Context: an optimization exercise on an open-source flow, tuned for small area, a short achievable clock period and few clock cycles. The choices shown serve that exercise and are no tape-out recipe. Where RTL was checked, it was by simulation tests only, not by an equivalence proof against the original. No functional check of the RTL was part of run 5. No activity file was given, so power comes from the tool's default toggle rates.

==> flow/run.sh <==
#!/bin/bash
# synth_recipe.tcl (not shown) runs the flow's synth.tcl, then flattens the netlist and writes it again
# the make line also repeats each setting of config.mk as NAME=value (left out here)
make -C /OpenROAD-flow-scripts/flow DESIGN_CONFIG=/design/flow/config.mk WORK_HOME=/design/flow/orfs CLKGATE_MAP_FILE= SYNTH_SCRIPT=/design/flow/synth_recipe.tcl finish
==> flow/config.mk <==
export PLATFORM = sky130hd
export DESIGN_NAME = frame_rx
export DESIGN_NICKNAME = frame_rx
export VERILOG_FILES = /design/flow/design.v
export SDC_FILE = /design/flow/constraint.sdc
export NUM_CORES = 4
export LEC_CHECK = 0
export CAP_MARGIN = 20
export CORE_MARGIN = 2
export CORE_UTILIZATION = 40
export PLACE_DENSITY = 0.6
export SLEW_MARGIN = 20
==> flow/constraint.sdc <==
create_clock -name core_clock -period 10.0 [get_ports {clk}]
set_input_delay 2.0000 -clock core_clock [delete_from_list [all_inputs] [get_ports {clk}]]
set_output_delay 2.0000 -clock core_clock [all_outputs]
set_load 0.01 [all_outputs]
==> flow/design.v <==
module frame_rx (
    input  wire        clk,
    input  wire        rst,
    input  wire        cmd_valid,
    output wire        cmd_ready,
    input  wire [15:0] cmd_word,
    input  wire [7:0]  rx_avail,
    input  wire        rx_err,
    input  wire        rx_valid,
    input  wire [7:0]  rx_data,
    output wire        rx_ready,
    output reg         rsp_valid,
    output reg  [1:0]  rsp_status,
    output reg  [31:0] rsp_data,
    output reg         ev_valid,
    output reg         ev_hdr,
    output reg  [7:0]  ev_port,
    output reg  [7:0]  ev_data
);
    localparam [7:0] HM0 = 8'hA5, HM1 = 8'h5A;
    localparam [7:0] TM0 = 8'hC3, TM1 = 8'h3C;
    localparam [15:0] CRC_MAGIC = 16'hDBFA;    
    localparam [1:0] ST_OK = 2'd0, ST_IO_ERROR = 2'd1, ST_ILLEGAL = 2'd2;
    localparam [1:0] R_SYNC = 2'd0, R_HDR = 2'd1, R_BODY = 2'd2;
    function [15:0] crc_byte(input [15:0] c, input [7:0] d);
        integer k;
        reg [15:0] x;
        begin
            x = c ^ {8'h00, d};
            for (k = 0; k < 8; k = k + 1)
                x = x[0] ? ((x >> 1) ^ 16'hA001) : (x >> 1);
            crc_byte = x;
        end
    endfunction
    reg        busy;           
    reg        rd_act;         
    reg [6:0]  rd_left;
    reg [6:0]  free_r;         
    reg        rx_vq;
    reg [7:0]  rx_q;
    reg [7:0]  mem [0:63];
    reg [6:0]  wr;             
    reg [6:0]  cur;            
    reg [6:0]  head;           
    reg [1:0]  rs;
    reg        hold, hold_a5;  
    reg [2:0]  pos;            
    reg        sz_bad;
    reg [5:0]  h_size;
    reg [7:0]  h_port;
    reg [15:0] h_crc;
    reg [15:0] crc;
    reg [5:0]  rem;            
    reg        t0_ok, crc_ok;
    reg        tr_a5;          
    reg        m_found;        
    reg [6:0]  m_pos;
    reg        port_ok;
    reg        q_valid;
    reg [5:0]  q_ptr, q_size;
    reg [7:0]  q_port;
    reg [5:0]  d_ptr, d_left;
    reg        i_msgs, i_crc, i_size, i_trl, i_norx;
    reg [6:0]  a_drop, a_bytes;
    reg [31:0] ctr_rcv_msgs, ctr_rcv_bytes, ctr_dropped, ctr_crc_err;
    reg [31:0] ctr_size_err, ctr_trailer_err, ctr_no_receiver;
    reg [255:0] port_reg;
    wire [7:0] arg = cmd_word[15:8];
    wire is_process  = (cmd_word == 16'h0001);
    wire is_register = (cmd_word[7:0] == 8'h02);
    wire is_read     = (cmd_word[7:0] == 8'h03) && (arg < 8'd7);
    wire is_clear    = (cmd_word == 16'h0004);
    wire [6:0] take  = ({1'b0, rx_avail} < {1'b0, free_r}) ? rx_avail[6:0] : free_r;
    assign cmd_ready = !busy;
    assign rx_ready  = rd_act;
    reg [31:0] ctr_sel;
    always @(*) begin
        case (arg[2:0])
            3'd0: ctr_sel = ctr_rcv_msgs;
            3'd1: ctr_sel = ctr_rcv_bytes;
            3'd2: ctr_sel = ctr_dropped;
            3'd3: ctr_sel = ctr_crc_err;
            3'd4: ctr_sel = ctr_size_err;
            3'd5: ctr_sel = ctr_trailer_err;
            default: ctr_sel = ctr_no_receiver;
        endcase
    end
    wire f_last   = (rs == R_BODY) && (rem == 6'd1);
    wire hdr_go   = q_valid && (d_left == 6'd0);
    wire stall    = f_last && q_valid && !hdr_go;
    wire       behind = (cur != wr);
    wire       c_rd   = behind && !stall;
    wire [5:0] raddr  = c_rd ? cur[5:0] : d_ptr;
    wire [7:0] rdata  = mem[raddr];
    wire [7:0] bin    = behind ? rdata : rx_q;
    wire       have   = behind | rx_vq;
    wire b_a5 = (bin == HM0);
    wire b_5a = (bin == HM1);
    wire b_c3 = (bin == TM0);
    wire b_3c = (bin == TM1);
    wire beat_go = (d_left != 6'd0) && !c_rd;
    wire hdr_end  = (rs == R_HDR) && (pos == 3'd5);
    wire step     = have && !stall;
    wire tr_ok    = t0_ok && b_3c;
    wire ok_frame = f_last && tr_ok && crc_ok;
    wire fail     = (hdr_end && sz_bad) || (f_last && !(tr_ok && crc_ok));
    wire pair_now = tr_a5 && b_5a;
    wire found    = m_found || pair_now;
    wire [6:0] k  = m_found ? m_pos : (cur - 7'd1);
    wire push     = step && ok_frame && port_ok;
    wire [15:0] crc_d   = crc_byte(crc, ((rs == R_HDR) && pos[2]) ? 8'h00 : bin);
    wire [15:0] crc_trl = crc_byte(crc_byte(crc, TM0), TM1);
    wire cur_done = !behind && (!rx_vq || (step && !push && !(fail && m_found)));
    wire q_next   = push || (q_valid && !hdr_go);
    wire d_zero   = beat_go ? (d_left == 6'd1) : hdr_go ? (q_size == 6'd0) : (d_left == 6'd0);
    wire fin      = busy && !rd_act && cur_done && !q_next && d_zero;
    always @(posedge clk) begin
        if (rx_vq)
            mem[wr[5:0]] <= rx_q;
    end
    always @(posedge clk) begin
        rx_q <= rx_data;
        port_ok <= port_reg[h_port];
    end
    always @(posedge clk) begin
        if (rst) begin
            busy <= 1'b0;
            free_r <= 7'd64;
            rd_act <= 1'b0;
            rd_left <= 7'd0;
            rx_vq <= 1'b0;
            wr <= 7'd0;
            cur <= 7'd0;
            head <= 7'd0;
            rs <= R_SYNC;
            hold <= 1'b0;
            q_valid <= 1'b0;
            d_left <= 6'd0;
            i_msgs <= 1'b0;
            i_crc <= 1'b0;
            i_size <= 1'b0;
            i_trl <= 1'b0;
            i_norx <= 1'b0;
            a_drop <= 7'd0;
            a_bytes <= 7'd0;
            ctr_rcv_msgs <= 32'd0;
            ctr_rcv_bytes <= 32'd0;
            ctr_dropped <= 32'd0;
            ctr_crc_err <= 32'd0;
            ctr_size_err <= 32'd0;
            ctr_trailer_err <= 32'd0;
            ctr_no_receiver <= 32'd0;
            port_reg <= 256'd0;
            rsp_valid <= 1'b0;
            rsp_status <= 2'd0;
            rsp_data <= 32'd0;
            ev_valid <= 1'b0;
            ev_hdr <= 1'b0;
            ev_port <= 8'd0;
            ev_data <= 8'd0;
        end else begin
            rsp_valid <= 1'b0;
            ev_valid <= 1'b0;
            ev_hdr <= 1'b0;
            free_r <= 7'd64 - (wr - head);
            i_msgs <= 1'b0;
            i_crc <= 1'b0;
            i_size <= 1'b0;
            i_trl <= 1'b0;
            i_norx <= 1'b0;
            a_drop <= 7'd0;
            a_bytes <= 7'd0;
            ctr_rcv_msgs <= ctr_rcv_msgs + {31'd0, i_msgs};
            ctr_rcv_bytes <= ctr_rcv_bytes + {25'd0, a_bytes};
            ctr_dropped <= ctr_dropped + {25'd0, a_drop};
            ctr_crc_err <= ctr_crc_err + {31'd0, i_crc};
            ctr_size_err <= ctr_size_err + {31'd0, i_size};
            ctr_trailer_err <= ctr_trailer_err + {31'd0, i_trl};
            ctr_no_receiver <= ctr_no_receiver + {31'd0, i_norx};
            if (!busy) begin
                if (cmd_valid) begin
                    rsp_data <= 32'd0;
                    rsp_status <= ST_OK;
                    if (is_process) begin
                        if (rx_err) begin
                            rsp_status <= ST_IO_ERROR;
                            rsp_valid <= 1'b1;
                        end else begin
                            busy <= 1'b1;
                            rd_left <= take;
                            rd_act <= (take != 7'd0);
                        end
                    end else if (is_register) begin
                        port_reg[arg] <= 1'b1;
                        rsp_valid <= 1'b1;
                    end else if (is_read) begin
                        rsp_data <= ctr_sel;
                        rsp_valid <= 1'b1;
                    end else if (is_clear) begin
                        ctr_rcv_msgs <= 32'd0;
                        ctr_rcv_bytes <= 32'd0;
                        ctr_dropped <= 32'd0;
                        ctr_crc_err <= 32'd0;
                        ctr_size_err <= 32'd0;
                        ctr_trailer_err <= 32'd0;
                        ctr_no_receiver <= 32'd0;
                        rsp_valid <= 1'b1;
                    end else begin
                        rsp_status <= ST_ILLEGAL;
                        rsp_valid <= 1'b1;
                    end
                end
            end else if (fin) begin
                busy <= 1'b0;
                rsp_valid <= 1'b1;
            end
            rx_vq <= rd_act && rx_valid;
            if (rd_act && rx_valid) begin
                rd_left <= rd_left - 7'd1;
                if (rd_left == 7'd1)
                    rd_act <= 1'b0;
            end
            if (rx_vq)
                wr <= wr + 7'd1;
            if (beat_go) begin
                ev_valid <= 1'b1;
                ev_data <= rdata;
                d_ptr <= d_ptr + 6'd1;
                d_left <= d_left - 6'd1;
            end else if (hdr_go) begin
                ev_valid <= 1'b1;
                ev_hdr <= 1'b1;
                ev_port <= q_port;
                ev_data <= {2'b00, q_size};
                d_ptr <= q_ptr;
                d_left <= q_size;
            end
            q_valid <= q_next;
            if (step) begin
                cur <= cur + 7'd1;
                if (rs == R_SYNC) begin
                    if (hold && hold_a5 && b_5a) begin
                        rs <= R_HDR;
                        hold <= 1'b0;
                        pos <= 3'd2;
                        crc <= CRC_MAGIC;
                        tr_a5 <= 1'b0;
                        m_found <= 1'b0;
                    end else begin
                        if (hold)
                            a_drop <= 7'd1;
                        hold <= 1'b1;
                        hold_a5 <= b_a5;
                        head <= cur;
                    end
                end else begin
                    pos <= pos + 3'd1;
                    crc <= crc_d;
                    tr_a5 <= b_a5;
                    if (!m_found && pair_now) begin
                        m_found <= 1'b1;
                        m_pos <= cur - 7'd1;
                    end
                    if (rs == R_HDR) begin
                        case (pos[1:0])
                            2'd2: begin
                                sz_bad <= (bin > 8'd56);
                                h_size <= bin[5:0];
                            end
                            2'd3: h_port <= bin;
                            2'd0: h_crc[7:0] <= bin;
                            default: h_crc[15:8] <= bin;
                        endcase
                        if (hdr_end && !sz_bad) begin
                            rs <= R_BODY;
                            rem <= h_size + 6'd2;
                        end
                    end else begin
                        rem <= rem - 6'd1;
                        if (rem == 6'd2) begin
                            t0_ok <= b_c3;
                            crc_ok <= (crc_trl == h_crc);
                        end
                    end
                    if (fail) begin
                        i_size <= hdr_end;
                        i_trl <= f_last && !tr_ok;
                        i_crc <= f_last && tr_ok;
                        if (found) begin
                            a_drop <= k - head + 7'd0;
                            head <= k;
                            cur <= k + 7'd2;
                            rs <= R_HDR;
                            pos <= 3'd2;
                            crc <= CRC_MAGIC;
                            tr_a5 <= 1'b0;
                            m_found <= 1'b0;
                        end else begin
                            a_drop <= cur - head;
                            head <= cur;
                            hold <= 1'b1;
                            hold_a5 <= b_a5;
                            rs <= R_SYNC;
                        end
                    end else if (ok_frame) begin
                        i_msgs <= 1'b1;
                        a_bytes <= {1'b0, h_size} + 7'd8;
                        i_norx <= !port_ok;
                        head <= cur + 7'd1;
                        rs <= R_SYNC;
                        hold <= 1'b0;
                    end
                    if (push) begin
                        q_ptr <= head[5:0] + 6'd6;
                        q_size <= h_size;
                        q_port <= h_port;
                    end
                end
            end
        end
    end
endmodule
==> results of run 1 <==
cells by family (layout without fill, tap and decap cells):
family	count (synthesis)	count (layout)	synth area share [%]
compound gates	873	873	11.2
xor+xnor	322	322	5.43
fa+ha+maj	78	78	1.91
buf+inv	379	503	3.11
flops	1215	1215	57.7
mux	218	218	6.23
simple gates	1674	1674	14.5
per-layer routing:
| metal | up-vias | wire, um |
|---|---|---|
| li1 | 17300 | - |
| met5 | - | 0 |
| met1 | 18400 | 65600 |
| met2 | 1267 | 66800 |
| met3 | 234 | 9390 |
| met4 | 0 | 4200 |
worst register-to-register path: stages (launching register included):
cell and delay [ns]:
edfxtp_1 0.42, inv_1 0.10, ha_1 0.19, nand2b_4 0.07
or4_1 0.79, o22ai_4 0.83, mux2i_4 0.84, buf_4 0.39
a211oi_1 0.08, o41ai_1 0.50, o2111ai_1 0.31, mux2_2 0.40
a41oi_2 0.40, nor3b_2 0.17, a31oi_2 0.66, mux2_2 0.43
ha_1 0.32, a21o_1 0.19, a21oi_1 0.22, o21bai_1 0.11
a21oi_1 0.20, xnor2_1 0.16, xnor2_1 0.15, nor2_1 0.05
final cells by class:
type	instances	area, um2	share of cell area (%)
Tap cell	1755	2200	3.68
Clock inverter	55	671	1.12
Sequential cell	1215	30400	50.9
Inverter	93	349	0.585
Timing Repair Buffer	175	1560	2.61
Multi-Input combinational cell	3165	20800	34.9
Clock buffer	180	3690	6.18
cells in the mapped netlist (all sizes together), types with 26 or more instances:
| library cell | count |
|---|---|
| a211oi | 126 |
| a21oi | 358 |
| a221oi | 26 |
| a222oi | 30 |
| a31oi | 28 |
| and3 | 187 |
| buf | 93 |
| clkbuf | 193 |
| dfxtp | 609 |
| edfxtp | 606 |
| ha | 74 |
| inv | 91 |
| mux2i | 115 |
| mux4 | 85 |
| nand2 | 372 |
| nand3 | 162 |
| nand4 | 33 |
| nor2 | 720 |
| nor2b | 26 |
| nor3 | 56 |
| o211ai | 36 |
| o21ai | 70 |
| xnor2 | 154 |
| xor2 | 166 |
stage by stage:
stage          instances  hold WS, ns  area (um2)
3_3_place_gp        6398        0.438       55300
2_1_floorplan       4759        0.424       52700
6_report            6638        0.449       59700
4_1_cts             6634        0.452       59700
5_1_grt             6638        0.467       59700
3_5_place_dp        6399        0.444       55300
worst min-delay path by stage:
stage / start / end / slack [ns] / depth (start not counted)
5_1_grt: rsp_data[0] / rsp_data[0] / 0.47 / 2
2_1_floorplan: h_port[0] / q_port[0] / 0.42 / 0
3_5_place_dp: rsp_data[23] / rsp_data[23] / 0.44 / 2
6_report: rsp_data[15] / rsp_data[15] / 0.45 / 2
4_1_cts: rsp_data[22] / rsp_data[22] / 0.45 / 2
3_3_place_gp: rsp_data[23] / rsp_data[23] / 0.44 / 2
power by group through the flow:
stage	Combinational (W)	Clock (W)	Sequential (W)
after floorplan	0.00272	0	0.00551
after global placement	0.00398	0	0.00554
after detailed placement	0.00400	0	0.00554
after CTS	0.00402	0.00500	0.00544
after global routing	0.00434	0.00521	0.00544
final	0.00409	0.00492	0.00544
cells in the final DEF (no fill, tap or decap), drive strengths merged, types with 11 or more instances in the layout:
master and instances:
xor2 166, nand4 33, a221oi 26, clkdlybuf4s50 89, inv 99, o41ai 19, o21ai 70, nor4 19
and3 187, clkbuf 181, nand3 162, or2 12, a222oi 30, ha 74, or3 24, o2111ai 25
clkinv 35, a21oi 358, nor2 720, dfxtp 609, mux2 18, a22oi 17, nand2b 11, a2111oi 17
a211oi 126, buf 85, nor3 56, o211ai 36, xnor2 154, mux4 85, edfxtp 606, bufinv 13
a21o 16, nor2b 26, and2 23, a32oi 25, a31oi 28, mux2i 115, nand2 372
==> flow_summary.ini, run 1 <==
[status]
outcome = complete, no violations

[detailed_routing]
vias = 37300
ant_nets = 0
drt-pass1-iter-count = 7
vias_per_cell = 5.61
wirelength_mm = 146
avgRoutedWirePerCell_um = 22.0
drtIter0Drc = 3760
drc = 0

[yosys]
synth_nets = 4874
synth_seq_area_share_pct = 57.7
synth_top_area_share_pct = 34.6
synth_warnings = 1
syn_inst = 4759
syn_area_per_cell_um2 = 11.1
ys_top_cells_by_area = edfxtp_1 35%, dfxtp_1 23%, nor2_1 5.1%
yosys_register_bits = 1215
syn_area_um2 = 52700
synthFlopType = dfxtp_1
synth-edff-count = 606
ys_types = 106
async_flop_share_pct = 0
yosysTopAreaCell = edfxtp_1

[floorplanning]
die_width_um = 367
io_pins = 92
die_height_um = 367
core_area_um2 = 131000
row_count = 133
dieArea_um2 = 135000
start_util_pct = 40.2

[setup_path]
worstSetupStartpoint = rem[1]
cp-end-kind = flop
cp.depth = 23
reg2reg_from = rem[1]
worst_ep_arrival_time_ns = 8.72
r2r_slack_ns = 1.92
crit_required_ns = 10.64
path_cells = inv_1 -> ha_1 -> nand2b_4 -> or4_1 -> o22ai_4 -> mux2i_4 -> buf_4 -> a211oi_1 -> o41ai_1 -> o2111ai_1 -> mux2_2 -> a41oi_2 -> nor3b_2 -> a31oi_2 -> mux2_2 -> ha_1 -> a21o_1 -> a21oi_1 -> o21bai_1 -> a21oi_1 -> xnor2_1 -> xnor2_1 -> nor2_1
critPathTopFamily = compound AO/OA/AOI/OAI gates
critPathLaunchType = flop
critPathCapture = a_drop[6]
crit_type = reg2reg
critical_path_buf_inv_count = 2
worstReg2RegEnd = a_drop[6]
ff2ff_path_depth = 23
crit_fanout = 26
crit_slowest_cell = mux2i_4
cpPeakStageDelay_ns = 0.83

[timing]
tns_ns = 0
slew_headroom_pct = 24.8
rsz0062_at_grt = no
tightest_slew_ns = 1.12
post-route-min-period_ns = 8.08
slew_violations = 0
final-hold-violation-count = 0
fin_crit_sh_pct = 80.8
fin_ws_ns = 1.92
max_freq_mhz = 124
setup_viol = 0
skew_ns = 0.0333

[global_routing]
gr-usage-met2_pct = 33.1
grt_antenna_before_repair = 0
grt_pass1_wl_mm = 223
grtUsageTotal_pct = 21.3
first_global_vias = 35700
use_met1_pct = 30.4
busiest_layer = met2
overflow = 0
use_met3_pct = 3.65
grt_max_degree = 207

[power_and_ir_drop]
p_per_area_nw_per_um2 = 242
power_switching_share_pct = 33.3
fin_total_pwr_w = 0.0145
p_seq_share_pct = 37.6
intPower_w = 0.00964
peakVddDrop_uv = 284
pwr-share-clk_pct = 34.1
p_leak_nw = 20.5
p_switching_w = 0.00482
p_comb_share_pct = 28.3

[clock_tree]
cts_root_buffer = clkbuf_16
holdBufCountCts = 0
cts_max_level = 4
cts_tree = yes
cts_inserted_buffers = 132
clock_path_buffers = 3
post_cts_buffers = 0
clk_pin_slew_ns = 0.06
clock-sinks = 1215
insertion_delay_ns = 0.77
cts_resized = 0

[placed_design]
dp_worst_setup_slack_ns = 2.03
io_buffer_count = 91
hpwl_mm = 95.9
globalplace.congestion = 0.875

[layout]
antenna_cells = 0
largest_reg_flops = 512
drive_gt1_share_pct = 9.44
post-route-util_pct = 45.5
syn2layout_area_growth_pct = 13.4
fill_cells = 12200
fin_nets = 4897

[min_path]
worstHoldPathType = reg2reg

[job]
cap_violations = 0
Testbench counts, summed over its fixed seeds: cycles 46,953.
==> run 2, diff against run 1 <==
--- a/flow/design.v
+++ b/flow/design.v
@@ -36,12 +36,17 @@
     reg        rd_act;         
     reg [6:0]  rd_left;
     reg [6:0]  free_r;         
+    reg        reg_pend, clr_pend;
+    reg [7:0]  reg_arg;
     reg        rx_vq;
     reg [7:0]  rx_q;
     reg [7:0]  mem [0:63];
     reg [6:0]  wr;             
     reg [6:0]  cur;            
     reg [6:0]  head;           
+    reg        behind;         
+    reg        cb_ok;          
+    reg [7:0]  cb;
     reg [1:0]  rs;
     reg        hold, hold_a5;  
     reg [2:0]  pos;            
@@ -60,6 +65,7 @@
     reg [5:0]  q_ptr, q_size;
     reg [7:0]  q_port;
     reg [5:0]  d_ptr, d_left;
+    reg        d_busy;         
     reg        i_msgs, i_crc, i_size, i_trl, i_norx;
     reg [6:0]  a_drop, a_bytes;
     reg [31:0] ctr_rcv_msgs, ctr_rcv_bytes, ctr_dropped, ctr_crc_err;
@@ -85,21 +91,15 @@
             default: ctr_sel = ctr_no_receiver;
         endcase
     end
-    wire f_last   = (rs == R_BODY) && (rem == 6'd1);
-    wire hdr_go   = q_valid && (d_left == 6'd0);
-    wire stall    = f_last && q_valid && !hdr_go;
-    wire       behind = (cur != wr);
-    wire       c_rd   = behind && !stall;
-    wire [5:0] raddr  = c_rd ? cur[5:0] : d_ptr;
-    wire [7:0] rdata  = mem[raddr];
-    wire [7:0] bin    = behind ? rdata : rx_q;
-    wire       have   = behind | rx_vq;
+    wire [7:0] bin  = behind ? cb : rx_q;
+    wire       have = behind ? cb_ok : rx_vq;
     wire b_a5 = (bin == HM0);
     wire b_5a = (bin == HM1);
     wire b_c3 = (bin == TM0);
     wire b_3c = (bin == TM1);
-    wire beat_go = (d_left != 6'd0) && !c_rd;
+    wire f_last   = (rs == R_BODY) && (rem == 6'd1);
     wire hdr_end  = (rs == R_HDR) && (pos == 3'd5);
+    wire stall    = f_last && q_valid && d_busy;
     wire step     = have && !stall;
     wire tr_ok    = t0_ok && b_3c;
     wire ok_frame = f_last && tr_ok && crc_ok;
@@ -108,12 +108,22 @@
     wire found    = m_found || pair_now;
     wire [6:0] k  = m_found ? m_pos : (cur - 7'd1);
     wire push     = step && ok_frame && port_ok;
+    wire jump     = step && fail && m_found;      
+    wire disp_idle = !d_busy && !q_valid;
+    wire hdr_now  = push && disp_idle;            
+    wire hdr_go   = q_valid && !d_busy;           
     wire [15:0] crc_d   = crc_byte(crc, ((rs == R_HDR) && pos[2]) ? 8'h00 : bin);
     wire [15:0] crc_trl = crc_byte(crc_byte(crc, TM0), TM1);
-    wire cur_done = !behind && (!rx_vq || (step && !push && !(fail && m_found)));
-    wire q_next   = push || (q_valid && !hdr_go);
-    wire d_zero   = beat_go ? (d_left == 6'd1) : hdr_go ? (q_size == 6'd0) : (d_left == 6'd0);
-    wire fin      = busy && !rd_act && cur_done && !q_next && d_zero;
+    wire [6:0] c_next = cur + {6'd0, step};
+    wire [6:0] w_next = wr + {6'd0, rx_vq};
+    wire [5:0] raddr  = d_busy ? d_ptr : c_next[5:0];
+    wire [7:0] rdata  = mem[raddr];
+    wire behind_next  = jump || (c_next != w_next);
+    wire [5:0] dl_next = d_busy ? d_left - 6'd1 :
+                         hdr_go ? q_size :
+                         hdr_now ? h_size : 6'd0;
+    wire q_next   = (push && !disp_idle) || (q_valid && d_busy);
+    wire fin = busy && !rd_act && !behind_next && !q_next && (dl_next == 6'd0);
     always @(posedge clk) begin
         if (rx_vq)
             mem[wr[5:0]] <= rx_q;
@@ -121,6 +131,11 @@
     always @(posedge clk) begin
         rx_q <= rx_data;
         port_ok <= port_reg[h_port];
+        reg_arg <= arg;
+        if (c_next == wr)
+            cb <= rx_q;
+        else if (!d_busy)
+            cb <= rdata;
     end
     always @(posedge clk) begin
         if (rst) begin
@@ -128,14 +143,19 @@
             free_r <= 7'd64;
             rd_act <= 1'b0;
             rd_left <= 7'd0;
+            reg_pend <= 1'b0;
+            clr_pend <= 1'b0;
             rx_vq <= 1'b0;
             wr <= 7'd0;
             cur <= 7'd0;
             head <= 7'd0;
+            behind <= 1'b0;
+            cb_ok <= 1'b0;
             rs <= R_SYNC;
             hold <= 1'b0;
             q_valid <= 1'b0;
             d_left <= 6'd0;
+            d_busy <= 1'b0;
             i_msgs <= 1'b0;
             i_crc <= 1'b0;
             i_size <= 1'b0;
@@ -163,6 +183,8 @@
             ev_valid <= 1'b0;
             ev_hdr <= 1'b0;
             free_r <= 7'd64 - (wr - head);
+            reg_pend <= 1'b0;
+            clr_pend <= 1'b0;
             i_msgs <= 1'b0;
             i_crc <= 1'b0;
             i_size <= 1'b0;
@@ -170,13 +192,25 @@
             i_norx <= 1'b0;
             a_drop <= 7'd0;
             a_bytes <= 7'd0;
-            ctr_rcv_msgs <= ctr_rcv_msgs + {31'd0, i_msgs};
-            ctr_rcv_bytes <= ctr_rcv_bytes + {25'd0, a_bytes};
-            ctr_dropped <= ctr_dropped + {25'd0, a_drop};
-            ctr_crc_err <= ctr_crc_err + {31'd0, i_crc};
-            ctr_size_err <= ctr_size_err + {31'd0, i_size};
-            ctr_trailer_err <= ctr_trailer_err + {31'd0, i_trl};
-            ctr_no_receiver <= ctr_no_receiver + {31'd0, i_norx};
+            if (clr_pend) begin
+                ctr_rcv_msgs <= 32'd0;
+                ctr_rcv_bytes <= 32'd0;
+                ctr_dropped <= 32'd0;
+                ctr_crc_err <= 32'd0;
+                ctr_size_err <= 32'd0;
+                ctr_trailer_err <= 32'd0;
+                ctr_no_receiver <= 32'd0;
+            end else begin
+                ctr_rcv_msgs <= ctr_rcv_msgs + {31'd0, i_msgs};
+                ctr_rcv_bytes <= ctr_rcv_bytes + {25'd0, a_bytes};
+                ctr_dropped <= ctr_dropped + {25'd0, a_drop};
+                ctr_crc_err <= ctr_crc_err + {31'd0, i_crc};
+                ctr_size_err <= ctr_size_err + {31'd0, i_size};
+                ctr_trailer_err <= ctr_trailer_err + {31'd0, i_trl};
+                ctr_no_receiver <= ctr_no_receiver + {31'd0, i_norx};
+            end
+            if (reg_pend)
+                port_reg[reg_arg] <= 1'b1;
             if (!busy) begin
                 if (cmd_valid) begin
                     rsp_data <= 32'd0;
@@ -191,19 +225,13 @@
                             rd_act <= (take != 7'd0);
                         end
                     end else if (is_register) begin
-                        port_reg[arg] <= 1'b1;
+                        reg_pend <= 1'b1;
                         rsp_valid <= 1'b1;
                     end else if (is_read) begin
                         rsp_data <= ctr_sel;
                         rsp_valid <= 1'b1;
                     end else if (is_clear) begin
-                        ctr_rcv_msgs <= 32'd0;
-                        ctr_rcv_bytes <= 32'd0;
-                        ctr_dropped <= 32'd0;
-                        ctr_crc_err <= 32'd0;
-                        ctr_size_err <= 32'd0;
-                        ctr_trailer_err <= 32'd0;
-                        ctr_no_receiver <= 32'd0;
+                        clr_pend <= 1'b1;
                         rsp_valid <= 1'b1;
                     end else begin
                         rsp_status <= ST_ILLEGAL;
@@ -220,24 +248,36 @@
                 if (rd_left == 7'd1)
                     rd_act <= 1'b0;
             end
-            if (rx_vq)
-                wr <= wr + 7'd1;
-            if (beat_go) begin
+            wr <= w_next;
+            behind <= behind_next;
+            cb_ok <= behind_next && !jump && (!d_busy || (behind && cb_ok && !step));
+            d_left <= dl_next;
+            d_busy <= (dl_next != 6'd0);
+            q_valid <= q_next;
+            if (d_busy) begin
                 ev_valid <= 1'b1;
                 ev_data <= rdata;
                 d_ptr <= d_ptr + 6'd1;
-                d_left <= d_left - 6'd1;
             end else if (hdr_go) begin
                 ev_valid <= 1'b1;
                 ev_hdr <= 1'b1;
                 ev_port <= q_port;
                 ev_data <= {2'b00, q_size};
                 d_ptr <= q_ptr;
-                d_left <= q_size;
+            end else if (hdr_now) begin
+                ev_valid <= 1'b1;
+                ev_hdr <= 1'b1;
+                ev_port <= h_port;
+                ev_data <= {2'b00, h_size};
+                d_ptr <= head[5:0] + 6'd6;
             end
-            q_valid <= q_next;
+            if (push && !disp_idle) begin
+                q_ptr <= head[5:0] + 6'd6;
+                q_size <= h_size;
+                q_port <= h_port;
+            end
+            cur <= c_next;
             if (step) begin
-                cur <= cur + 7'd1;
                 if (rs == R_SYNC) begin
                     if (hold && hold_a5 && b_5a) begin
                         rs <= R_HDR;
@@ -287,7 +327,7 @@
                         i_trl <= f_last && !tr_ok;
                         i_crc <= f_last && tr_ok;
                         if (found) begin
-                            a_drop <= k - head + 7'd0;
+                            a_drop <= k - head;
                             head <= k;
                             cur <= k + 7'd2;
                             rs <= R_HDR;
@@ -310,11 +350,6 @@
                         rs <= R_SYNC;
                         hold <= 1'b0;
                     end
-                    if (push) begin
-                        q_ptr <= head[5:0] + 6'd6;
-                        q_size <= h_size;
-                        q_port <= h_port;
-                    end
                 end
             end
         end
--- a/flow/config.mk
+++ b/flow/config.mk
@@ -9,4 +9,5 @@
 export CORE_MARGIN = 2
 export CORE_UTILIZATION = 40
 export PLACE_DENSITY = 0.6
+export SETUP_SLACK_MARGIN = 5
 export SLEW_MARGIN = 20
==> flow_summary.ini, run 2 <==
[floorplanning]
io_pins = 92
core_area_um2 = 133000
dieArea_um2 = 136000
die_height_um = 369
die_width_um = 369
start_util_pct = 40.1
row_count = 134

[yosys]
syn_area_um2 = 53400
synthFlopType = dfxtp_1
yosysTopAreaCell = edfxtp_1
synth_warnings = 1
synth-edff-count = 614
async_flop_share_pct = 0
synth.most_common_cell = nor2_1
syn_inst = 4596
synth_nets = 4709
synth_top_area_share_pct = 34.5
yosys-top-cells-count = 739 x nor2_1, 622 x dfxtp_1, 614 x edfxtp_1
ys_top_cells_by_area = edfxtp_1 35%, dfxtp_1 23%, mux4_2 8.0%
yosys_register_bits = 1236
ys_types = 88
synth_seq_area_share_pct = 57.9
syn_area_per_cell_um2 = 11.6

[timing]
slew_headroom_pct = 27.6
fin_crit_sh_pct = 48.5
final-hold-violation-count = 0
tightest_slew_ns = 1.08
tns_ns = 0
fin_ws_ns = 5.15
post-route-min-period_ns = 4.85
hold_ws_ns = 0.450
skew_ns = 0.0299
rsz0062_at_grt = no
max_freq_mhz = 206
slew_violations = 0
setup_viol = 0

[clock_tree]
clk_pin_slew_ns = 0.06
cts_root_buffer = clkbuf_16
cts_inserted_buffers = 134
insertion_delay_ns = 0.78
clock-sinks = 1236
clock_path_buffers = 3
holdBufCountCts = 0
cts_tree = yes
cts_max_level = 4

[global_routing]
grt_pass1_wl_mm = 218
grt_antenna_before_repair = 3
busiest_layer = met2
grtUsageTotal_pct = 20.8
overflow = 0
grt_max_degree = 111
first_global_vias = 35400
use_met3_pct = 3.71
use_met1_pct = 29.2
gr-usage-met2_pct = 32.6

[layout]
fill_cells = 12100
drive_gt1_share_pct = 11.7
fin_nets = 4744
syn2layout_area_growth_pct = 13.9
largest_reg_flops = 512
post-route-util_pct = 45.7
layout_commonest_cell = nor2_1
final_cell_mix = 722 x nor2_1, 614 x edfxtp_1, 613 x dfxtp_1

[detailed_routing]
vias_per_cell = 5.62
avgRoutedWirePerCell_um = 21.9
ant_nets = 0
drt-pass1-iter-count = 5
drc = 0
drtIter0Drc = 3450
vias = 36500
wirelength_mm = 143

[power_and_ir_drop]
p_leak_nw = 20.8
peakVddDrop_uv = 154
p_per_area_nw_per_um2 = 202
fin_total_pwr_w = 0.0123

[setup_path]
cp.depth = 14
ff2ff_path_depth = 14
path_cells = nor4_2 -> and4b_2 -> nand3_1 -> nand2_1 -> inv_2 -> ha_1 -> mux2i_4 -> clkbuf_16 -> mux4_2 -> mux2i_1 -> a22oi_1 -> nand3_1 -> o21ai_0 -> mux2_2
cp-end-kind = flop
crit_type = reg2reg
critPathTopFamily = multiplexers
crit_required_ns = 10.53
r2r_slack_ns = 5.15
cpMostUsedCell = nand3_1
cpPeakStageDelay_ns = 0.56
critical_path_buf_inv_count = 2
crit_slowest_cell = mux4_2
critPathLaunchType = flop
worst_ep_arrival_time_ns = 5.38
crit_fanout = 28

[placed_design]
hpwl_mm = 90.8
globalplace.congestion = 0.825
dp_worst_setup_slack_ns = 4.76
io_buffer_count = 91

[status]
outcome = complete, no violations

[min_path]
min_path_cells = 2
worstHoldPathType = reg2reg

[job]
cap_violations = 0
==> run 2: cell count changes after synthesis, moves of 21 or more <==
cell / previous run / this run
and3_1: 187 / 54
mux4_2: 85 / 190
a211oi_1: 126 / 35
nand2_1: 371 / 288
o22ai_1: 1 / 40
o21ai_0: 66 / 101
xnor2_1: 153 / 120
a222oi_1: 30 / 1
or3_1: 23 / 52
nand3_1: 162 / 138
a32oi_1: 25 / 4
nor2_1: 718 / 739
==> run 2: final cells by class <==
type / instances / area [um2] / share of cell area, %
Clock inverter: 63 / 920 / 1.51
Sequential cell: 1236 / 30900 / 50.8
Multi-Input combinational cell: 3021 / 21300 / 34.9
Inverter: 85 / 319 / 0.525
Antenna cell: 1 / 2.50 / 0.00411
Timing Repair Buffer: 153 / 1510 / 2.49
Clock buffer: 177 / 3700 / 6.08
Tap cell: 1768 / 2210 / 3.64
==> run 2: repair_timing <==
item / CTS / global route
setup buffers: 0 / 2
hold endpoints to repair: 0 / 0
cloned: 3 / 1
setup endpoints to repair: 13 / 23
resized for setup: 3 / 10
==> run 2: metrics by stage <==
step                cell area, um2  std cells
CTS                          60700       6499
global placement             56000       6256
global route                 60800       6503
floorplan                    53400       4596
detailed placement           56000       6256
finish                       60800       6504
==> run 2: cells by family (layout without fill, tap and decap cells) <==
family,Yosys count,count (layout),synth area share (%)
AND/OR/NAND/NOR,1522,1522,12.8
flip-flops,1236,1236,57.9
AO/OA/AOI/OAI,799,799,9.18
buffers and inverters,339,478,2.60
multiplexers,325,325,10.7
XOR/XNOR,298,298,5.02
adder cells (fa/ha/maj),77,77,1.86
other,0,1,0
==> run 2: report_power, final <==
| part | total, W | switching, W | internal, W |
|---|---|---|---|
| combinational | 0.00168 | 0.00101 | 0.000665 |
| clock | 0.00519 | 0.00210 | 0.00309 |
| sequential | 0.00542 | 0.0000715 | 0.00535 |
==> run 2: worst paths after layout <==
kind          startpoint     endpoint
max               rem[2]        cb[5]
min          rsp_data[5]  rsp_data[5]
min reg2reg  rsp_data[5]  rsp_data[5]
max reg2reg       rem[2]        cb[5]
==> run 2: worst reg2reg max path: stages (launching register included) <==
cell	delay (ns)
edfxtp_1	0.45
nor4_2	0.40
and4b_2	0.40
nand3_1	0.13
nand2_1	0.18
inv_2	0.12
ha_1	0.42
mux2i_4	0.41
clkbuf_16	0.36
mux4_2	0.62
mux2i_1	0.29
a22oi_1	0.26
nand3_1	0.18
o21ai_0	0.10
mux2_2	0.28
==> run 2: metal layers <==
layer | vias up | wire, um
li1 | 16900 | -
met1 | 18100 | 64100
met2 | 1235 | 65600
met3 | 238 | 9440
met4 | 0 | 3580
met5 | - | 0
Testbench counts of run 2, summed over its fixed seeds: cycles 46,664.
==> run 3, diff against run 2 <==
==> flow/flow/run.sh (new file) <==
#!/bin/bash
set -euo pipefail
bash standard.sh SETUP_SLACK_MARGIN=7 finish > std_flow.log 2>&1
==> flow/standard.sh (new file) <==
#!/bin/bash
# synth_recipe.tcl (not shown) runs the flow's synth.tcl, then flattens the netlist and writes it again
# the make line also repeats each setting of config.mk as NAME=value (left out here)
make -C /OpenROAD-flow-scripts/flow DESIGN_CONFIG=/design/flow/config.mk WORK_HOME=/design/flow/orfs CLKGATE_MAP_FILE= SYNTH_SCRIPT=/design/flow/synth_recipe.tcl "${@:-finish}"
removed: flow/run.sh
==> flow_summary.ini, run 3 <==
[clock_tree]
cts_inserted_buffers = 138
cts_root_buffer = clkbuf_16
clk_pin_slew_ns = 0.06
cts_max_level = 4
clock_path_buffers = 3
cts_tree = yes
insertion_delay_ns = 0.79
clock-sinks = 1236

[setup_path]
critPathLaunchType = flop
worstReg2RegEnd = cb[6]
reg2reg_from = rem[4]
crit_type = reg2reg
r2r_slack_ns = 6.09
cp-end-kind = flop
worstSetupStartpoint = rem[4]
crit_required_ns = 10.53
crit_slowest_cell = mux4_2
cpPeakStageDelay_ns = 0.48
worst_ep_arrival_time_ns = 4.44
crit_fanout = 8
path_cells = nor4_4 -> and4b_2 -> nand3_4 -> nand2_4 -> inv_8 -> ha_4 -> mux2i_4 -> buf_12 -> buf_16 -> buf_12 -> mux4_2 -> mux2i_1 -> a32o_1 -> a41oi_2 -> nand2_1 -> o22ai_2
cpMostUsedCell = buf_12
ff2ff_path_depth = 16

[layout]
largest_reg_flops = 512
drive_gt1_share_pct = 22.4
post-route-cell-area_um2 = 65600
final_cell_mix = 672 x nor2_1, 614 x edfxtp_1, 554 x dfxtp_1
fin_nets = 4962
syn2layout_area_growth_pct = 22.8
layout_commonest_cell = nor2_1

[timing]
fin_ws_ns = 6.09
slew_violations = 0
rsz0062_at_grt = yes
fin_crit_sh_pct = 39.1
final-hold-violation-count = 0
tns_ns = 0
skew_ns = 0.0389
tightest_slew_ns = 1.26
post-route-min-period_ns = 3.91
setup_viol = 0
max_freq_mhz = 256
slew_headroom_pct = 15.9

[floorplanning]
die_width_um = 369
die_height_um = 369
io_pins = 92
row_count = 134
start_util_pct = 40.1
dieArea_um2 = 136000
core_area_um2 = 133000

[status]
outcome = complete, no violations

[yosys]
synth_top_area_share_pct = 34.5
synth_nets = 4709
syn_area_per_cell_um2 = 11.6
syn_area_um2 = 53400
ys_top_cells_by_area = edfxtp_1 35%, dfxtp_1 23%, mux4_2 8.0%
syn_inst = 4596
synthFlopType = dfxtp_1
synth-edff-count = 614
yosysTopAreaCell = edfxtp_1
yosys_register_bits = 1236
synth.most_common_cell = nor2_1
ys_types = 88
yosys-top-cells-count = 739 x nor2_1, 622 x dfxtp_1, 614 x edfxtp_1
synth_warnings = 1
async_flop_share_pct = 0
synth_seq_area_share_pct = 57.9

[detailed_routing]
vias_per_cell = 5.71
drt-pass1-iter-count = 5
avgRoutedWirePerCell_um = 23.8
vias = 38400
drc = 0
drtIter0Drc = 3724
wirelength_mm = 160
ant_nets = 0

[global_routing]
busiest_layer = met2
use_met1_pct = 31.6
grtUsageTotal_pct = 22.9
grt_pass1_wl_mm = 236
first_global_vias = 36900
grt_antenna_before_repair = 12
gr-usage-met2_pct = 36.9
grt_max_degree = 110
use_met3_pct = 4.17
overflow = 0

[placed_design]
place_area_um2 = 56400
globalplace.congestion = 0.839
hpwl_mm = 95.8
dp_worst_setup_slack_ns = 4.88
io_buffer_count = 91

[min_path]
holdPathEnd = port_reg[15]
min_path_cells = 2
worstHoldPathType = reg2reg
min-delay-start = port_reg[15]

[power_and_ir_drop]
peakVddDrop_uv = 121
p_per_area_nw_per_um2 = 197
fin_total_pwr_w = 0.0129
p_leak_nw = 22.8

[job]
cap_violations = 0
run 3: cell counts after synthesis:
Identical to the previous run, type by type.
run 3: worst max-delay path by stage:
stage                      end  slack, ns
global placement         cb[7]       5.00
floorplan           rd_left[5]       6.20
global route        ev_data[0]       5.98
CTS                      cb[5]       6.16
finish                   cb[6]       6.09
detailed placement       cb[0]       4.88
run 3: timing repair:
item | in CTS | in global routing
hold buffers | 0 | 0
resized for setup | 652 | 170
gates cloned | 32 | 6
pin swaps | 79 | 93
endpoints found under the setup margin | 386 | 440
buffers inserted | 119 | 56
run 3: where the power goes:
part	internal [W]	switching, W	leakage (nW)	total (W)
sequential	0.00535	0.0000783	10.6	0.00543
combinational	0.00116	0.00129	10.0	0.00245
clock	0.00289	0.00214	2.19	0.00503
total	0.00940	0.00351	22.8	0.0129
run 3: kinds of logic after synthesis:
logic type / synth area share, %
DFF: 57.9
adders and majority gates: 1.86
xor gates and xnor gates: 5.02
muxes: 10.7
and+or+nand+nor: 12.8
buffers and inverters: 2.60
AOI/OAI and AO/OA: 9.18
run 3: layout make-up:
type / instances / area, um2
Antenna cell: 3 / 7.51
Clock buffer: 181 / 3760
Clock inverter: 71 / 757
Fill cell: 11600 / 67400
Inverter: 85 / 334
Multi-Input combinational cell: 3025 / 22900
Sequential cell: 1236 / 31000
Tap cell: 1768 / 2210
Timing Repair Buffer: 363 / 4550
run 3: critical path, delay by kind of cell, from the launching register on:
family | cells | cell delay, ns
AO/OA/AOI/OAI | 3 | 0.47
adder cells (fa/ha/maj) | 1 | 0.25
multiplexers | 3 | 0.94
flip-flops | 1 | 0.46
buffers and inverters | 4 | 0.50
AND/OR/NAND/NOR | 5 | 1.02
run 3: layer usage:
| metal | up-vias | share of wire, % |
|---|---|---|
| li1 | 17400 | - |
| met1 | 19300 | 42 |
| met2 | 1484 | 47 |
| met3 | 293 | 7.8 |
| met4 | 10 | 2.5 |
| met5 | - | 0.041 |
run 3: stage by stage:
step | utilization, % | instances | hold slack (ns)
floorplan | - | 4596 | 0.400
global placement | 42.4 | 6261 | 0.442
detailed placement | 42.4 | 6261 | 0.449
CTS | 48.3 | 6664 | 0.463
global route | 49.3 | 6731 | 0.479
finish | 49.3 | 6732 | 0.463
==> run 4, diff against run 3 <==
==> flow/run.sh (new file) <==
#!/bin/bash
# synth_recipe.tcl (not shown) runs the flow's synth.tcl, then flattens the netlist and writes it again
# the make line also repeats each setting of config.mk as NAME=value (left out here)
make -C /OpenROAD-flow-scripts/flow DESIGN_CONFIG=/design/flow/config.mk WORK_HOME=/design/flow/orfs CLKGATE_MAP_FILE= SYNTH_SCRIPT=/design/flow/synth_recipe.tcl finish
--- a/flow/config.mk
+++ b/flow/config.mk
@@ -7,7 +7,8 @@
 export LEC_CHECK = 0
 export CAP_MARGIN = 20
 export CORE_MARGIN = 2
-export CORE_UTILIZATION = 40
-export PLACE_DENSITY = 0.6
+export CORE_UTILIZATION = 55
+export PLACE_DENSITY = 0.7
 export SETUP_SLACK_MARGIN = 5
 export SLEW_MARGIN = 20
+export TNS_END_PERCENT = 100
removed: flow/flow/run.sh
removed: flow/standard.sh
==> flow_summary.ini, run 4 <==
[status]
outcome = complete, no violations

[detailed_routing]
drc = 0
wirelength_mm = 140
drt-pass1-iter-count = 6
drtIter0Drc = 4400
ant_nets = 0
wirelength_met1_mm = 57.3
highest_layer = met4
wl_met2_mm = 66.2
avgRoutedWirePerCell_um = 23.3
vias_per_cell = 6.15
vias = 36900
met3_length_mm = 10.8

[setup_path]
path_cells = nor4_1 -> and4b_1 -> nand3_1 -> nand2_1 -> inv_2 -> ha_1 -> ha_1 -> mux2i_4 -> buf_12 -> buf_6 -> mux4_2 -> mux2i_1 -> mux2i_1 -> nand2_1 -> o2111ai_1 -> nand2_1 -> a211oi_1
ff2ff_path_depth = 17
critPathTopFamily = simple AND/OR/NAND/NOR gates
critPathLaunchType = flop
worstReg2RegEnd = ev_data[0]
worstSetupStartpoint = rem[2]
r2r_slack_ns = 5.24
crit_type = reg2reg
cp-end-kind = flop
cpMostUsedCell = nand2_1
cpPeakStageDelay_ns = 0.45
crit_fanout = 37
critical_path_buf_inv_count = 3
worst_ep_arrival_time_ns = 5.32
reg2reg_from = rem[2]
crit_slowest_cell = edfxtp_1
crit_required_ns = 10.56

[global_routing]
grt_max_degree = 107
grt_pass1_wl_mm = 211
overflow = 0
first_global_vias = 34800
grtUsageTotal_pct = 27.6
grt_antenna_before_repair = 0

[clock_tree]
holdBufCountCts = 0
cts_inserted_buffers = 119
clk_pin_slew_ns = 0.06
insertion_delay_ns = 0.72
clock-sinks = 1236
clock_path_buffers = 3
cts_root_buffer = clkbuf_16
cts_max_level = 3
cts_tree = yes

[placed_design]
globalplace.congestion = 0.871
place_area_um2 = 55400
dp.cells = 5766
io_buffer_count = 91
dp_worst_setup_slack_ns = 4.84
hpwl_mm = 89.4

[min_path]
worstHoldPathType = reg2reg
min_path_cells = 2
min-delay-start = rsp_data[10]
holdPathEnd = rsp_data[10]

[power_and_ir_drop]
p_leak_nw = 20.6
peakVddDrop_uv = 181
p_per_area_nw_per_um2 = 197

[timing]
max_freq_mhz = 210
skew_ns = 0.0276
hold_ws_ns = 0.451
tightest_slew_ns = 1.19
tns_ns = 0
slew_violations = 0
setup_viol = 0
fin_crit_sh_pct = 47.6
post-route-min-period_ns = 4.76
rsz0062_at_grt = yes
slew_headroom_pct = 20.6
final-hold-violation-count = 0
fin_ws_ns = 5.24

[yosys]
synthFlopType = dfxtp_1
synth_warnings = 1
syn_area_per_cell_um2 = 11.6
syn_area_um2 = 53400
synth_seq_area_share_pct = 57.9
ys_top_cells_by_area = edfxtp_1 35%, dfxtp_1 23%, mux4_2 8.0%
ys_types = 88
synth-edff-count = 614
synth.most_common_cell = nor2_1
yosys_register_bits = 1236
synth_top_area_share_pct = 34.5
syn_inst = 4596
yosysTopAreaCell = edfxtp_1
async_flop_share_pct = 0
yosys-top-cells-count = 739 x nor2_1, 622 x dfxtp_1, 614 x edfxtp_1
synth_nets = 4709

[floorplanning]
start_util_pct = 55.4
die_height_um = 316
row_count = 114
dieArea_um2 = 99500
core_area_um2 = 96400
io_pins = 92
die_width_um = 316

[layout]
final_cell_mix = 726 x nor2_1, 614 x edfxtp_1, 613 x dfxtp_1
drive_gt1_share_pct = 11.5
syn2layout_area_growth_pct = 11.8
fin_nets = 4734
stdcell_count = 5999
antenna_cells = 0
layout_commonest_cell = nor2_1
largest_reg_flops = 512
post-route-cell-area_um2 = 59700

[job]
cap_violations = 0
run 4: cell count changes in the layout (fill, tap and decap cells not counted), sizes merged, moves of 3 or more:
cell,before,now
clkdlybuf4s50,17,87
clkbuf,189,154
dlygate4sd2,3,0
bufinv,8,15
inv,88,92
clkinv,57,46
buf,327,67
bufbuf,5,0
diode,3,0
run 4: worst register-to-register path, cell delays in order (launching register included):
cell and delay, ns:
edfxtp_1 0.45, nor4_1 0.44, and4b_1 0.45, nand3_1 0.14, nand2_1 0.20, inv_2 0.11
ha_1 0.23, ha_1 0.38, mux2i_4 0.21, buf_12 0.17, buf_6 0.43, mux4_2 0.41
mux2i_1 0.31, mux2i_1 0.24, nand2_1 0.12, o2111ai_1 0.12, nand2_1 0.13, a211oi_1 0.05
run 4: what timing repair did:
item	4_1_cts	5_1_grt
gates cloned	2	4
pin swaps	0	0
setup endpoints to repair	8	15
buffers inserted	0	4
gates resized for setup	2	13
run 4: kinds of logic (layout without fill, tap and decap cells):
kind of cell / count (synthesis) / after routing / synth area share, %
AND/OR/NAND/NOR: 1522 / 1522 / 12.8
flip-flops: 1236 / 1236 / 57.9
AO/OA/AOI/OAI: 799 / 799 / 9.18
buffers and inverters: 339 / 466 / 2.60
multiplexers: 325 / 325 / 10.7
XOR/XNOR: 298 / 298 / 5.02
adder cells (fa/ha/maj): 77 / 77 / 1.86
run 4: how the worst max path moves through the flow:
stage / slack, ns / to / cells after the start
floorplan: 5.85 / cb[2] / 18
global placement: 4.89 / cb[7] / 15
detailed placement: 4.84 / cb[7] / 15
CTS: 5.02 / cb[1] / 14
global route: 4.96 / cb[7] / 15
finish: 5.24 / ev_data[0] / 17
run 4: cell type report:
cell class | count | area [um2]
timing repair buffer | 158 | 1520
multi-input combinational | 3021 | 21300
clock buffer | 150 | 3260
sequential | 1236 | 30900
inverter | 85 | 319
fill | 7507 | 36800
clock inverter | 73 | 802
tap | 1276 | 1600
run 4: where the power goes:
part / switching, W / internal [W]
sequential: 0.0000556 / 0.00535
combinational: 0.00102 / 0.000667
clock: 0.00196 / 0.00270
total: 0.00304 / 0.00871
run 4: stage by stage:
stage / total power (W) / util [%]
2_1_floorplan: 0.00657 / -
3_3_place_gp: 0.00707 / 57.4
3_5_place_dp: 0.00708 / 57.4
4_1_cts: 0.0117 / 61.7
5_1_grt: 0.0121 / 61.9
6_report: 0.0118 / 61.9
run 4: routing by layer:
metal	up-vias	track usage, %
li1	16900	-
met1	18100	38.0
met2	1587	44.4
met3	324	4.47
met4	0	10.4
met5	-	0
==> run 5, diff against run 4 <==
--- a/flow/design.v
+++ b/flow/design.v
@@ -35,9 +35,9 @@
     reg        busy;           
     reg        rd_act;         
     reg [6:0]  rd_left;
-    reg [6:0]  free_r;         
-    reg        reg_pend, clr_pend;
+    reg        clr_pend, reg_pend;
     reg [7:0]  reg_arg;
+    reg [6:0]  free_r;         
     reg        rx_vq;
     reg [7:0]  rx_q;
     reg [7:0]  mem [0:63];
@@ -56,6 +56,8 @@
     reg [15:0] h_crc;
     reg [15:0] crc;
     reg [5:0]  rem;            
+    reg        h5;             
+    reg        t0_r, last_r;   
     reg        t0_ok, crc_ok;
     reg        tr_a5;          
     reg        m_found;        
@@ -67,7 +69,7 @@
     reg [5:0]  d_ptr, d_left;
     reg        d_busy;         
     reg        i_msgs, i_crc, i_size, i_trl, i_norx;
-    reg [6:0]  a_drop, a_bytes;
+    reg [6:0]  a_drop;
     reg [31:0] ctr_rcv_msgs, ctr_rcv_bytes, ctr_dropped, ctr_crc_err;
     reg [31:0] ctr_size_err, ctr_trailer_err, ctr_no_receiver;
     reg [255:0] port_reg;
@@ -97,8 +99,8 @@
     wire b_5a = (bin == HM1);
     wire b_c3 = (bin == TM0);
     wire b_3c = (bin == TM1);
-    wire f_last   = (rs == R_BODY) && (rem == 6'd1);
-    wire hdr_end  = (rs == R_HDR) && (pos == 3'd5);
+    wire f_last   = last_r;
+    wire hdr_end  = h5;
     wire stall    = f_last && q_valid && d_busy;
     wire step     = have && !stall;
     wire tr_ok    = t0_ok && b_3c;
@@ -116,7 +118,8 @@
     wire [15:0] crc_trl = crc_byte(crc_byte(crc, TM0), TM1);
     wire [6:0] c_next = cur + {6'd0, step};
     wire [6:0] w_next = wr + {6'd0, rx_vq};
-    wire [5:0] raddr  = d_busy ? d_ptr : c_next[5:0];
+    wire [6:0] c_ra   = cur + {6'd0, behind && cb_ok};
+    wire [5:0] raddr  = d_busy ? d_ptr : c_ra[5:0];
     wire [7:0] rdata  = mem[raddr];
     wire behind_next  = jump || (c_next != w_next);
     wire [5:0] dl_next = d_busy ? d_left - 6'd1 :
@@ -132,10 +135,12 @@
         rx_q <= rx_data;
         port_ok <= port_reg[h_port];
         reg_arg <= arg;
-        if (c_next == wr)
-            cb <= rx_q;
-        else if (!d_busy)
-            cb <= rdata;
+        if (!(behind && cb_ok && !step)) begin
+            if (c_ra == wr)
+                cb <= rx_q;
+            else
+                cb <= rdata;
+        end
     end
     always @(posedge clk) begin
         if (rst) begin
@@ -143,8 +148,8 @@
             free_r <= 7'd64;
             rd_act <= 1'b0;
             rd_left <= 7'd0;
-            reg_pend <= 1'b0;
             clr_pend <= 1'b0;
+            reg_pend <= 1'b0;
             rx_vq <= 1'b0;
             wr <= 7'd0;
             cur <= 7'd0;
@@ -153,6 +158,9 @@
             cb_ok <= 1'b0;
             rs <= R_SYNC;
             hold <= 1'b0;
+            h5 <= 1'b0;
+            t0_r <= 1'b0;
+            last_r <= 1'b0;
             q_valid <= 1'b0;
             d_left <= 6'd0;
             d_busy <= 1'b0;
@@ -162,7 +170,6 @@
             i_trl <= 1'b0;
             i_norx <= 1'b0;
             a_drop <= 7'd0;
-            a_bytes <= 7'd0;
             ctr_rcv_msgs <= 32'd0;
             ctr_rcv_bytes <= 32'd0;
             ctr_dropped <= 32'd0;
@@ -182,16 +189,17 @@
             rsp_valid <= 1'b0;
             ev_valid <= 1'b0;
             ev_hdr <= 1'b0;
-            free_r <= 7'd64 - (wr - head);
-            reg_pend <= 1'b0;
             clr_pend <= 1'b0;
+            reg_pend <= 1'b0;
+            free_r <= 7'd64 - (wr - head);
+            if (reg_pend)
+                port_reg[reg_arg] <= 1'b1;
             i_msgs <= 1'b0;
             i_crc <= 1'b0;
             i_size <= 1'b0;
             i_trl <= 1'b0;
             i_norx <= 1'b0;
             a_drop <= 7'd0;
-            a_bytes <= 7'd0;
             if (clr_pend) begin
                 ctr_rcv_msgs <= 32'd0;
                 ctr_rcv_bytes <= 32'd0;
@@ -202,15 +210,13 @@
                 ctr_no_receiver <= 32'd0;
             end else begin
                 ctr_rcv_msgs <= ctr_rcv_msgs + {31'd0, i_msgs};
-                ctr_rcv_bytes <= ctr_rcv_bytes + {25'd0, a_bytes};
+                ctr_rcv_bytes <= ctr_rcv_bytes + (i_msgs ? {26'd0, h_size} + 32'd8 : 32'd0);
                 ctr_dropped <= ctr_dropped + {25'd0, a_drop};
                 ctr_crc_err <= ctr_crc_err + {31'd0, i_crc};
                 ctr_size_err <= ctr_size_err + {31'd0, i_size};
                 ctr_trailer_err <= ctr_trailer_err + {31'd0, i_trl};
                 ctr_no_receiver <= ctr_no_receiver + {31'd0, i_norx};
             end
-            if (reg_pend)
-                port_reg[reg_arg] <= 1'b1;
             if (!busy) begin
                 if (cmd_valid) begin
                     rsp_data <= 32'd0;
@@ -250,7 +256,7 @@
             end
             wr <= w_next;
             behind <= behind_next;
-            cb_ok <= behind_next && !jump && (!d_busy || (behind && cb_ok && !step));
+            cb_ok <= behind_next && !jump && (behind && cb_ok && !step || !d_busy);
             d_left <= dl_next;
             d_busy <= (dl_next != 6'd0);
             q_valid <= q_next;
@@ -295,6 +301,7 @@
                     end
                 end else begin
                     pos <= pos + 3'd1;
+                    h5 <= (rs == R_HDR) && (pos == 3'd4);
                     crc <= crc_d;
                     tr_a5 <= b_a5;
                     if (!m_found && pair_now) begin
@@ -314,14 +321,22 @@
                         if (hdr_end && !sz_bad) begin
                             rs <= R_BODY;
                             rem <= h_size + 6'd2;
+                            t0_r <= (h_size == 6'd0);
                         end
                     end else begin
                         rem <= rem - 6'd1;
-                        if (rem == 6'd2) begin
+                        t0_r <= (rem == 6'd3);
+                        last_r <= (rem == 6'd2);
+                        if (t0_r) begin
                             t0_ok <= b_c3;
                             crc_ok <= (crc_trl == h_crc);
                         end
                     end
+                    if (fail || ok_frame) begin
+                        h5 <= 1'b0;
+                        t0_r <= 1'b0;
+                        last_r <= 1'b0;
+                    end
                     if (fail) begin
                         i_size <= hdr_end;
                         i_trl <= f_last && !tr_ok;
@@ -344,7 +359,6 @@
                         end
                     end else if (ok_frame) begin
                         i_msgs <= 1'b1;
-                        a_bytes <= {1'b0, h_size} + 7'd8;
                         i_norx <= !port_ok;
                         head <= cur + 7'd1;
                         rs <= R_SYNC;
==> flow/flow/run.sh (new file) <==
#!/bin/bash
set -euo pipefail
bash standard.sh SETUP_SLACK_MARGIN=6.7 finish > std_flow.log 2>&1
==> flow/standard.sh (new file) <==
#!/bin/bash
# synth_recipe.tcl (not shown) runs the flow's synth.tcl, then flattens the netlist and writes it again
# the make line also repeats each setting of config.mk as NAME=value (left out here)
make -C /OpenROAD-flow-scripts/flow DESIGN_CONFIG=/design/flow/config.mk WORK_HOME=/design/flow/orfs CLKGATE_MAP_FILE= SYNTH_SCRIPT=/design/flow/synth_recipe.tcl "${@:-finish}"
--- a/flow/config.mk
+++ b/flow/config.mk
@@ -8,6 +8,8 @@
 export CAP_MARGIN = 20
 export CORE_MARGIN = 2
 export CORE_UTILIZATION = 55
+export CTS_CLUSTER_DIAMETER = 150
+export CTS_CLUSTER_SIZE = 30
 export PLACE_DENSITY = 0.7
 export SETUP_SLACK_MARGIN = 5
 export SLEW_MARGIN = 20
removed: flow/run.sh
==> flow_summary.ini, run 5 <==
[clock_tree]
cts_tree = yes
insertion_delay_ns = 0.71
cts_inserted_buffers = 47
cts_root_buffer = clkbuf_16
clock_path_buffers = 3
clock-sinks = 1232
cts_max_level = 2
clk_pin_slew_ns = 0.12

[min_path]
worstHoldPathType = reg2reg

[job]
cap_violations = 0

[layout]
fill_cells = 7652
layout_commonest_cell = nor2_1
fin_nets = 4851
largest_reg_flops = 512
final_cell_mix = 661 x nor2_1, 614 x edfxtp_1, 551 x dfxtp_1
drive_gt1_share_pct = 14.8
syn2layout_area_growth_pct = 10.5
antenna_cells = 0

[power_and_ir_drop]
p_per_area_nw_per_um2 = 151
p_comb_share_pct = 12.8
peakVddDrop_uv = 191
pwr-share-clk_pct = 27.6
power_switching_share_pct = 25.5
intPower_w = 0.00670
p_leak_nw = 20.7
p_seq_share_pct = 59.6
p_switching_w = 0.00229

[placed_design]
hpwl_mm = 89.6
dp_worst_setup_slack_ns = 4.86
globalplace.congestion = 0.898
io_buffer_count = 91

[global_routing]
grt_pass1_wl_mm = 221
grt_antenna_before_repair = 2
grt_max_degree = 107
grtUsageTotal_pct = 28.7
overflow = 0
first_global_vias = 35600

[detailed_routing]
ant_nets = 0
vias = 38100
avgRoutedWirePerCell_um = 24.5
drc = 0
drt-pass1-iter-count = 7
vias_per_cell = 6.31
drtIter0Drc = 4056
wirelength_mm = 148

[timing]
tightest_slew_ns = 1.14
slew_headroom_pct = 23.9
fin_crit_sh_pct = 33.3
setup_viol = 0
max_freq_mhz = 301
slew_violations = 0
fin_ws_ns = 6.67
hold_ws_ns = 0.454
skew_ns = 0.0383
final-hold-violation-count = 0
tns_ns = 0
rsz0062_at_grt = yes
post-route-min-period_ns = 3.33

[yosys]
synth_warnings = 1
synth_seq_area_share_pct = 57.1
syn_inst = 4722
synth-edff-count = 614
ys_top_cells_by_area = edfxtp_1 34%, dfxtp_1 23%, mux4_2 7.5%
syn_area_per_cell_um2 = 11.4
synth_top_area_share_pct = 34.2
yosysTopAreaCell = edfxtp_1
async_flop_share_pct = 0
yosys-top-cells-count = 672 x nor2_1, 618 x dfxtp_1, 614 x edfxtp_1
synthFlopType = dfxtp_1
synth.most_common_cell = nor2_1
yosys_register_bits = 1232
syn_area_um2 = 54000
ys_types = 73
synth_nets = 4837

[setup_path]
crit_fanout = 9
path_cells = buf_4 -> nand3b_1 -> o2bb2a_2 -> nand3_4 -> xnor2_2 -> nor2_1 -> a21oi_2 -> ha_2 -> inv_2 -> fa_2 -> a21o_1 -> a21oi_2 -> o21bai_1 -> a21oi_1 -> xnor2_1 -> xnor2_1 -> nor2_1
crit_required_ns = 10.57
cp-end-kind = flop
cpPeakStageDelay_ns = 0.39
worst_ep_arrival_time_ns = 3.89
crit_type = reg2reg
crit_slowest_cell = fa_2
critPathLaunchType = flop

[floorplanning]
row_count = 114
core_area_um2 = 97000
die_height_um = 317
io_pins = 92
dieArea_um2 = 101000
start_util_pct = 55.7
die_width_um = 317

[status]
outcome = complete, no violations
[run 5: area by class of cell]
cell class | count | area [um2] | share of cell area (%)
clock buffers | 73 | 1290 | 2.17
flip-flops and latches | 1232 | 31000 | 51.9
inverters | 89 | 349 | 0.585
multi-input cells | 3119 | 22600 | 37.8
well taps | 1276 | 1600 | 2.68
repair inverters | 2 | 15.0 | 0.0252
clock inverters | 4 | 87.6 | 0.147
repair buffers | 245 | 2780 | 4.67
[run 5: repair_timing]
action	CTS	global route
cloned	22	7
gates resized for setup	407	114
pin swaps	25	59
setup buffers	53	31
setup endpoints to repair	608	320
hold buffers	0	0
[run 5: path summary, 6_finish.rpt]
path	slack (ns)	to	cells after the start	from
hold / removal	0.45	i_norx	1	port_ok
setup / recovery	6.67	a_drop[6]	17	behind
setup reg to reg	6.67	a_drop[6]	17	behind
hold reg to reg	0.45	i_norx	1	port_ok
[run 5: worst max-delay path: cells and delay by family (launching register included)]
kind / cells / cell delay [ns]
XOR/XNOR: 3 / 0.46
AND/OR/NAND/NOR: 4 / 0.44
buffers and inverters: 2 / 0.22
adder cells (fa/ha/maj): 2 / 0.60
flip-flops: 1 / 0.38
AO/OA/AOI/OAI: 6 / 1.11
[run 5: power groups by stage]
stage / Clock [W] / Combinational [W] / Sequential, W
after floorplan: 0 / 0.000634 / 0.00546
after global placement: 0 / 0.000921 / 0.00548
after detailed placement: 0 / 0.000933 / 0.00548
after CTS: 0.00252 / 0.00109 / 0.00535
after global routing: 0.00266 / 0.00121 / 0.00536
final: 0.00248 / 0.00115 / 0.00536
[run 5: kinds of logic (layout without fill, tap and decap cells)]
logic type	Yosys count	after routing	synth area share (%)
AO/OA/AOI/OAI	899	902	9.79
buffers and inverters	378	413	2.76
multiplexers	390	391	11.5
XOR/XNOR	269	269	4.42
adder cells (fa/ha/maj)	78	78	1.86
AND/OR/NAND/NOR	1476	1479	12.6
flip-flops	1232	1232	57.1
[run 5: metal layers]
layer / GRT usage [%] / routed length [um] / vias up
met5: 0 / 0 / -
met4: 8.78 / 4690 / 0
met3: 4.44 / 13400 / 261
met2: 45.6 / 69200 / 1769
met1: 41.0 / 60900 / 18800
li1: - / - / 17300
[run 5: metrics by stage]
step | total power (W) | instance area (um2) | utilization (%) | cells
2_1_floorplan | 0.00609 | 54200 | - | 4722
3_3_place_gp | 0.00640 | 56000 | 57.7 | 5848
3_5_place_dp | 0.00641 | 56000 | 57.8 | 5849
4_1_cts | 0.00896 | 58800 | 60.7 | 6001
5_1_grt | 0.00923 | 59700 | 61.5 | 6040
6_report | 0.00899 | 59700 | 61.5 | 6040

## separate check: timing with driven ports
No port has a modelled driver above. Below, the same layouts with a new extraction and two added sets of constraints.
Step 1 assumes that a clkbuf_16 drives the clock port and a buf_2 every other input.
Step 2 adds t to the input delays and takes it off the output delays; t is the mean of the earliest and latest rising clock arrival at the registers after step 1. Input paths then give back, and output paths get back, about the clock's delay inside the block.
Three values: no drivers, after step 1, after step 2; two values: the first two.
run | shift t [ns] | setup WS [ns] | worst setup path at the end | clock arrival spread, ns
run 1 | 0.827 | 1.924 / 1.924 / 1.924 | register to register | 0.035 / 0.035
run 2 | 0.850 | 5.148 / 5.148 / 4.967 | input to register | 0.036 / 0.036
run 3 | 0.851 | 6.094 / 6.094 / 5.792 | input to register | 0.045 / 0.045
run 4 | 0.781 | 5.239 / 5.239 / 5.131 | input to register | 0.032 / 0.032
run 5 | 0.754 | 6.673 / 6.662 / 5.962 | input to register | 0.040 / 0.040
After both steps setup and hold are still met in every run listed. The setup slack of run 5, which loses most, moves by -0.011 ns with the drivers and by -0.711 ns with both steps.
